From an optimization exercise on the open Yosys and OpenROAD flow, aimed at small area and a short achievable clock period; shortcuts taken in it are not production practice.
Only simulation tests tie the RTL to the original design; equivalence was not proved.
No activity file was given, so power comes from the tool's default toggle rates.

## indigo
==> flow/design.v (excerpt) <==
module xbee_rx (
    input  wire       clk,
    input  wire       rst,         
    input  wire       wr_valid,
    input  wire [7:0] wr_data,
    input  wire       run,
    input  wire [1:0] mode,        
    input  wire       flush,
    output reg  [5:0] avail,
    output reg        out_valid,
    output reg  [1:0] out_kind,
    output reg  [7:0] out_data
);
    localparam CAP = 32;
    localparam ST_HUNT   = 3'd0;
    localparam ST_LEN_HI = 3'd1;
    localparam ST_LEN_LO = 3'd2;
    localparam ST_PAY    = 3'd3;
    localparam ST_CKS    = 3'd4;
    localparam K_PAYLOAD = 2'd0;
    localparam K_FRAME   = 2'd1;
    localparam K_BADCKS  = 2'd2;
    localparam K_SPECIAL = 2'd3;
    localparam [7:0] DELIM = 8'h7E;
    localparam [7:0] ESC   = 8'h7D;
    localparam [7:0] XON   = 8'h11;
    localparam [7:0] XOFF  = 8'h13;
    reg [7:0] sr [0:CAP-1];    
    reg [1:0] ctl_mode;
    reg       nz;           
    reg       mpar;         
    wire mode_change = (mode != ctl_mode);
    wire step        = run && mpar && !mode_change && !flush && nz;
    wire full        = avail[5];
    integer i;
    always @(posedge clk) begin
        if (wr_valid) begin
            sr[0] <= wr_data;
            for (i = 1; i < CAP; i = i + 1)
                sr[i] <= sr[i-1];
        end
    end
    wire [7:0] t0 [0:31];
    wire [7:0] t1 [0:15];
    wire [7:0] t2 [0:7];
    wire [7:0] t3 [0:3];
    wire [7:0] t4 [0:1];
    genvar g;
    generate
        for (g = 0; g < 32; g = g + 1) begin : g_t0
            assign t0[g] = sr[(g + 31) % 32];
        end
        for (g = 0; g < 16; g = g + 1) begin : g_t1
  ...
Size: roughly 700 cells after synthesis, ~320 flip-flops, roughly 0.013 mm^2 of cells after synthesis.
Settings: LEC_CHECK=0, CAP_MARGIN=20, CORE_MARGIN=2, CORE_UTILIZATION=55, CTS_BUF_LIST=sky130_fd_sc_hd__clkbuf_16, CTS_CLUSTER_DIAMETER=100, CTS_CLUSTER_SIZE=32, SETUP_SLACK_MARGIN=3.8, SLEW_MARGIN=20; clock period 6.0 ns.
run.sh (not shown) runs the stock make flow with config.mk's settings and CLKGATE_MAP_FILE= SYNTH_SCRIPT=/design/flow/synth_recipe.tcl, a recipe that flattens the netlist after the stock synthesis.
Changes in quartz relative to indigo:
- removing CTS_CLUSTER_DIAMETER (formerly 100)
- removing CTS_CLUSTER_SIZE (formerly 32)
- changing CORE_UTILIZATION from 55 to 30
- removing CTS_BUF_LIST (formerly sky130_fd_sc_hd__clkbuf_16)
- removing SETUP_SLACK_MARGIN (formerly 3.8)
Notes after the runs:
Measured against each other, indigo and quartz differ in final cell count, the lower figure coming from indigo. The timing endpoint of the critical path comes out avail[0] in one run and ev_b[7] in the other, namely in quartz and indigo respectively. [diff] worst reg-to-reg setup slack, quartz relative to indigo: regression. quartz has total area of multi-input combinational cells below what indigo had. quartz: clock buffer count in the final layout higher than indigo. Of indigo and quartz, quartz shows the lower global-route usage, with indigo above it. Between indigo and quartz, depth of the critical timing path with buffers and inverters included is lower for quartz, indigo comes in above that. A class of the most critical setup path of flip-flop to flip-flop is what indigo shows, while flip-flop to output port belongs to quartz. Measured against each other, indigo and quartz differ in final core utilization, the lower figure coming from quartz.
The following lists how onyx was set up differently from quartz:
- SETUP_SLACK_MARGIN now 3.8, previously not set
- CTS_BUF_LIST now sky130_fd_sc_hd__clkbuf_8, previously not set
- CTS_CLUSTER_SIZE now 20, previously not set
Notes after the runs:
Summary of onyx over quartz: non-clock buffer count increased by 41 relative to the old numbers, final clock period utilization by the worst path decreased by 16 points relative to the old numbers. Of quartz and onyx, quartz shows the higher highest net fanout along the worst path, with onyx below it. Post-layout instance count excluding filler cells (higher): onyx. Met3 wirelength from detailed routing (lower): quartz.
The inputs of garnet differ from those of onyx as listed below.
- swapping sky130_fd_sc_hd__clkbuf_8 for sky130_fd_sc_hd__clkbuf_4 sky130_fd_sc_hd__clkbuf_8 in CTS_BUF_LIST
- clearing CTS_CLUSTER_SIZE, which used to be 20
- swapping 30 for 55 in CORE_UTILIZATION
## What came out
Compared with onyx, garnet shows a lower final-layout worst hold slack. Against onyx, final design area excluding fillers in garnet came out better. Re area added between synthesis and finish: garnet is 3.4 points down on onyx. Higher length of routed met2 wiring was reported by onyx, not garnet. Summary of garnet over onyx: number of inserted filler cells in the final layout down 60%, maximum VDD drop moved up, number of pins exceeding their max-slew limit in the final report was more or less identical, relative area of non-clock buffer cells in the final design now smaller. Against onyx, garnet comes in 0.10 ns higher on post-layout worst setup margin.

========
== job 101 ==
The RTL this note starts from:
==> flow/design.v <==
module xbee_rx (
    input  wire       clk,
    input  wire       rst,         
    input  wire       wr_valid,
    input  wire [7:0] wr_data,
    input  wire       run,
    input  wire [1:0] mode,        
    input  wire       flush,
    output reg  [5:0] avail,
    output reg        out_valid,
    output reg  [1:0] out_kind,
    output reg  [7:0] out_data
);
    localparam CAP = 32;
    localparam ST_HUNT   = 3'd0;
    localparam ST_LEN_HI = 3'd1;
    localparam ST_LEN_LO = 3'd2;
    localparam ST_PAY    = 3'd3;
    localparam ST_CKS    = 3'd4;
    localparam K_PAYLOAD = 2'd0;
    localparam K_FRAME   = 2'd1;
    localparam K_BADCKS  = 2'd2;
    localparam K_SPECIAL = 2'd3;
    localparam [7:0] DELIM = 8'h7E;
    localparam [7:0] ESC   = 8'h7D;
    localparam [7:0] XON   = 8'h11;
    localparam [7:0] XOFF  = 8'h13;
    reg [7:0] sr [0:CAP-1];    
    reg [1:0] ctl_mode;
    reg [5:0] nav;          
    reg [3:0] gc;           
    reg       nz;           
    reg       mpar;         
    wire [5:0] cnt = ~nav;
    wire mode_change = (mode != ctl_mode);
    wire step        = run && mpar && !mode_change && !flush && nz;
    wire full        = cnt[5];
    integer i;
    always @(posedge clk) begin
        if (wr_valid) begin
            sr[0] <= wr_data;
            for (i = 1; i < CAP; i = i + 1)
                sr[i] <= sr[i-1];
        end
    end
    function [7:0] place;
        input [4:0] a;
        place = sr[(a + 5'd31) % 32];
    endfunction
    wire [3:0] ta1 [0:15];
    wire [3:0] ta2 [0:7];
    wire [3:0] ta3 [0:3];
    wire [3:0] ta4 [0:1];
    wire [3:0] tb1 [0:15];
    wire [3:0] tb2 [0:7];
    wire [3:0] tb3 [0:3];
    wire [3:0] tb4 [0:1];
    genvar g;
    generate
        for (g = 0; g < 16; g = g + 1) begin : g_1
            wire [4:0] ka0 = ~(2*g),   ka1 = ~(2*g+1);
            wire [4:0] cb0 = 2*g,      cb1 = 2*g+1;
            wire [4:0] kb0, kb1;
            assign kb0[4] = ~cb0[4];
            assign kb0[3] = cb0[3] ^ kb0[4];
            assign kb0[2] = cb0[2] ^ kb0[3];
            assign kb0[1] = cb0[1] ^ kb0[2];
            assign kb0[0] = cb0[0] ^ kb0[1];
            assign kb1[4] = ~cb1[4];
            assign kb1[3] = cb1[3] ^ kb1[4];
            assign kb1[2] = cb1[2] ^ kb1[3];
            assign kb1[1] = cb1[1] ^ kb1[2];
            assign kb1[0] = cb1[0] ^ kb1[1];
            wire [7:0] pa0 = place(ka0), pa1 = place(ka1);
            wire [7:0] pb0 = place(kb0), pb1 = place(kb1);
            assign ta1[g] = nav[0] ? pa1[3:0] : pa0[3:0];
            assign tb1[g] = gc[0]  ? pb1[7:4] : pb0[7:4];
        end
        for (g = 0; g < 8; g = g + 1) begin : g_2
            assign ta2[g] = nav[1] ? ta1[2*g+1] : ta1[2*g];
            assign tb2[g] = gc[1]  ? tb1[2*g+1] : tb1[2*g];
        end
        for (g = 0; g < 4; g = g + 1) begin : g_3
            assign ta3[g] = nav[2] ? ta2[2*g+1] : ta2[2*g];
            assign tb3[g] = gc[2]  ? tb2[2*g+1] : tb2[2*g];
        end
        for (g = 0; g < 2; g = g + 1) begin : g_4
            assign ta4[g] = nav[3] ? ta3[2*g+1] : ta3[2*g];
            assign tb4[g] = gc[3]  ? tb3[2*g+1] : tb3[2*g];
        end
    endgenerate
    wire [7:0] b_rd = {nav[4] ? tb4[1] : tb4[0], nav[4] ? ta4[1] : ta4[0]};
    reg       ev_step;      
    reg [7:0] ev_b;
    wire [5:0] c_m1 = cnt - 6'd1;
    wire [5:0] c_p1 = cnt + 6'd1;
    wire [5:0] c_fl = {5'd0, wr_valid};
    wire dec = !flush && step && !wr_valid;
    wire inc = !flush && !step && wr_valid && !full;
    function [3:0] gray4;
        input [5:0] c;
        gray4 = c[3:0] ^ c[4:1];
    endfunction
    wire [3:0] g_m1 = gray4(c_m1);
    wire [3:0] g_p1 = gray4(c_p1);
    wire [3:0] g_fl = {3'd0, wr_valid};
    wire [5:0] c_nx = flush ? c_fl : dec ? c_m1 : inc ? c_p1 : cnt;
    wire [3:0] g_nx = flush ? g_fl : dec ? g_m1 : inc ? g_p1 : gc;
    wire       z_nx = flush ? wr_valid : dec ? (cnt != 6'd1) : inc ? 1'b1 : nz;
    always @(posedge clk) begin
        ev_b <= b_rd;
        if (rst) begin
            avail    <= 6'd0;
            nav      <= 6'h3F;
            gc       <= 4'd0;
            nz       <= 1'b0;
            ctl_mode <= 2'd0;
            mpar     <= 1'b0;
            ev_step  <= 1'b0;
        end else begin
            ctl_mode <= mode;
            mpar     <= (mode == 2'd1) || (mode == 2'd2);
            ev_step  <= step;
            avail    <= c_nx;
            nav      <= ~c_nx;
            gc       <= g_nx;
            nz       <= z_nx;
        end
    end
    reg  [2:0]  state;
    reg         esc;
    reg  [15:0] rem;      
    reg  [7:0]  sum;
    wire [7:0] b = ev_b;
    wire [7:0] v = {b[7:6], b[5] ^ esc, b[4:0]};
    wire [7:0] sum_v = sum + v;
    reg  [2:0]  n_state;
    reg         n_esc;
    reg  [15:0] n_rem;
    reg  [7:0]  n_sum;
    reg         n_item;
    reg  [1:0]  n_kind;
    reg  [7:0]  n_data;
    reg         deliver;
    always @(*) begin
        n_state = state;
        n_esc   = esc;
        n_rem   = rem;
        n_sum   = sum;
        n_item  = 1'b0;
        n_kind  = K_PAYLOAD;
        n_data  = v;
        deliver = 1'b0;
        if (state == ST_HUNT) begin
            if (b == DELIM) begin
                n_state = ST_LEN_HI;
                n_esc   = 1'b0;
            end
        end else if (!ctl_mode[1]) begin
            deliver = 1'b1;
        end else if (esc) begin
            n_esc   = 1'b0;
            deliver = 1'b1;
        end else if (b == ESC) begin
            n_esc = 1'b1;
        end else if (b == DELIM) begin
            n_item  = 1'b1;
            n_kind  = K_SPECIAL;
            n_state = ST_LEN_HI;
        end else if (b == XON || b == XOFF) begin
            n_item  = 1'b1;
            n_kind  = K_SPECIAL;
            n_state = ST_HUNT;
        end else begin
            deliver = 1'b1;
        end
        if (deliver) begin
            case (state)
                ST_LEN_HI: begin
                    n_rem[15:8] = v;
                    n_state     = ST_LEN_LO;
                end
                ST_LEN_LO: begin
                    n_rem[7:0] = v;
                    n_sum      = 8'h00;
                    n_state    = ({rem[15:8], v} != 16'h0000) ? ST_PAY : ST_CKS;
                end
                ST_PAY: begin
                    n_item = 1'b1;
                    n_kind = K_PAYLOAD;
                    n_sum  = sum_v;
                    n_rem  = rem - 16'd1;
                    if (rem == 16'd1)
                        n_state = ST_CKS;
                end
                default: begin  
                    n_item = 1'b1;
                    n_kind = (sum_v == 8'hFF) ? K_FRAME : K_BADCKS;
                    n_data = ~sum;
                    n_state = ST_HUNT;
                end
            endcase
        end
    end
    always @(posedge clk) begin
        if (rst) begin
            state     <= ST_HUNT;
            esc       <= 1'b0;
            out_valid <= 1'b0;
        end else begin
            if (mode_change) begin
                state <= ST_HUNT;
                esc   <= 1'b0;
            end else if (ev_step) begin
                state <= n_state;
                esc   <= n_esc;
            end
            out_valid <= ev_step && n_item;
        end
        if (ev_step) begin
            rem <= n_rem;
            sum <= n_sum;
        end
        out_kind <= n_kind;
        out_data <= n_data;
    end
endmodule
==> flow/config.mk <==
export PLATFORM = sky130hd
export DESIGN_NAME = xbee_rx
export DESIGN_NICKNAME = xbee_rx
export VERILOG_FILES = /design/flow/design.v
export SDC_FILE = /design/flow/constraint.sdc
export NUM_CORES = 4
export LEC_CHECK = 0
export CAP_MARGIN = 20
export CORE_MARGIN = 2
export CORE_UTILIZATION = 70
export CTS_BUF_LIST = sky130_fd_sc_hd__clkbuf_16
export CTS_CLUSTER_DIAMETER = 80
export CTS_CLUSTER_SIZE = 28
export SETUP_SLACK_MARGIN = 3.8
export SLEW_MARGIN = 20
==> flow/constraint.sdc <==
create_clock -name core_clock -period 6.0 [get_ports {clk}]
set_input_delay 1.2000 -clock core_clock [delete_from_list [all_inputs] [get_ports {clk}]]
set_output_delay 1.2000 -clock core_clock [all_outputs]
set_load 0.01 [all_outputs]
Job 101 finished every step from synthesis to the final layout, and the layout passed the timing, design-rule and antenna checks.
Input-level comparison between job 102 and job 101:
Settings: SETUP_SLACK_MARGIN changed from 3.8 to 3.85; CORE_UTILIZATION changed from 70 to 60; TNS_END_PERCENT newly set to 30.
==> run notes <==
- Reported for job 102 and job 101, worst reg-to-reg path cell count turned out identical to the last digit.
- Taking job 101 as the reference, in job 102 clock latency on the worst-skew pair held steady; global-route usage went down 2.7 points.
- Higher pin slew with the least headroom to its limit was reported by job 101, not job 102.
- Relative to job 101, estimated wirelength of the detail-placed design increased by 1.0% in job 102.
- Clock slew at the register clock pins of the worst setup and hold paths essentially unchanged between job 101 and job 102.
- Job 101 → job 102: number of sinks handled by clock tree synthesis now sits at about the same level, standard cell area after detailed placement ~0 delta.
- Job 102 vs. job 101: die boundary height picked up an extra 11 µm; detailed-routing wirelength on met1 shows an increase of 6.8%.
- Between job 102 and job 101, the setup slack is lower for job 101.
Here is what was changed in the inputs of job 103 compared with job 102.
Settings: TNS_END_PERCENT removed (was 30); CTS_CLUSTER_DIAMETER changed from 80 to 100; CORE_UTILIZATION changed from 60 to 55; SETUP_SLACK_MARGIN changed from 3.85 to 3.8; CTS_CLUSTER_SIZE changed from 28 to 32.
Notes after the runs:
- Summary — routed wire length, job 103 relative to job 102: higher, by about 2.2%.
- Looking at wire length of the first global-routing pass, job 103 sits above job 102.
- Worst setup margin across job 103 and job 102: no real change.
- Between job 103 and job 102, the difference in initial antenna violation count is negligible.
- In terms of count of buffering cells on the critical path with inverters included, job 102 and job 103 differ only marginally.
- Job 103 vs. job 102: clock group share of total power lost 1.4 points; via count of the first global-routing pass lost about 0.4%.
- On total area of sequential cells, job 103 tracks job 102 almost exactly.
- On post-route minimum period, job 103 and job 102 are basically level.
- Number of primary I/O pins across job 103 and job 102: no real change.
- Job 103 ended with every stage complete and zero timing, DRC or antenna violations.

## what the ideal ports hide
How much do the figures lean on ideal ports? The routed layouts below were timed once more, with nothing changed but the port constraints. Step 1 sets driving cells, clkbuf_16 on the clock port and buf_2 on the other inputs (assumed; they add their load-dependent delay and slew). Step 2 times the ports against the registers' clock, not the clock port: input delays grow and output delays shrink by t, the midpoint of the rising clock arrivals with the driver on. Slacks: ideal / step 1 / step 2; pairs: ideal / step 1.
| run | t (ns) | setup WS [ns] | latest minus earliest clock arrival (ns) |
|---|---|---|---|
| indigo | 0.544 | 3.737 / 3.737 / 3.330 | 0.037 / 0.037 |
| quartz | 0.546 | 2.669 / 2.623 / 2.367 | 0.015 / 0.015 |
| onyx | 0.621 | 3.648 / 3.606 / 3.166 | 0.024 / 0.023 |
| garnet | 0.609 | 3.750 / 3.708 / 3.230 | 0.025 / 0.025 |
| job 101 | 0.536 | 3.752 / 3.676 / 3.139 | 0.029 / 0.029 |
| job 102 | 0.550 | 3.789 / 3.668 / 3.118 | 0.028 / 0.027 |
| job 103 | 0.534 | 3.791 / 3.765 / 3.258 | 0.037 / 0.037 |
After both steps every run listed still meets setup and hold. The setup slack of job 102, which loses most, moves by -0.121 ns with the drivers and by -0.671 ns with both steps.
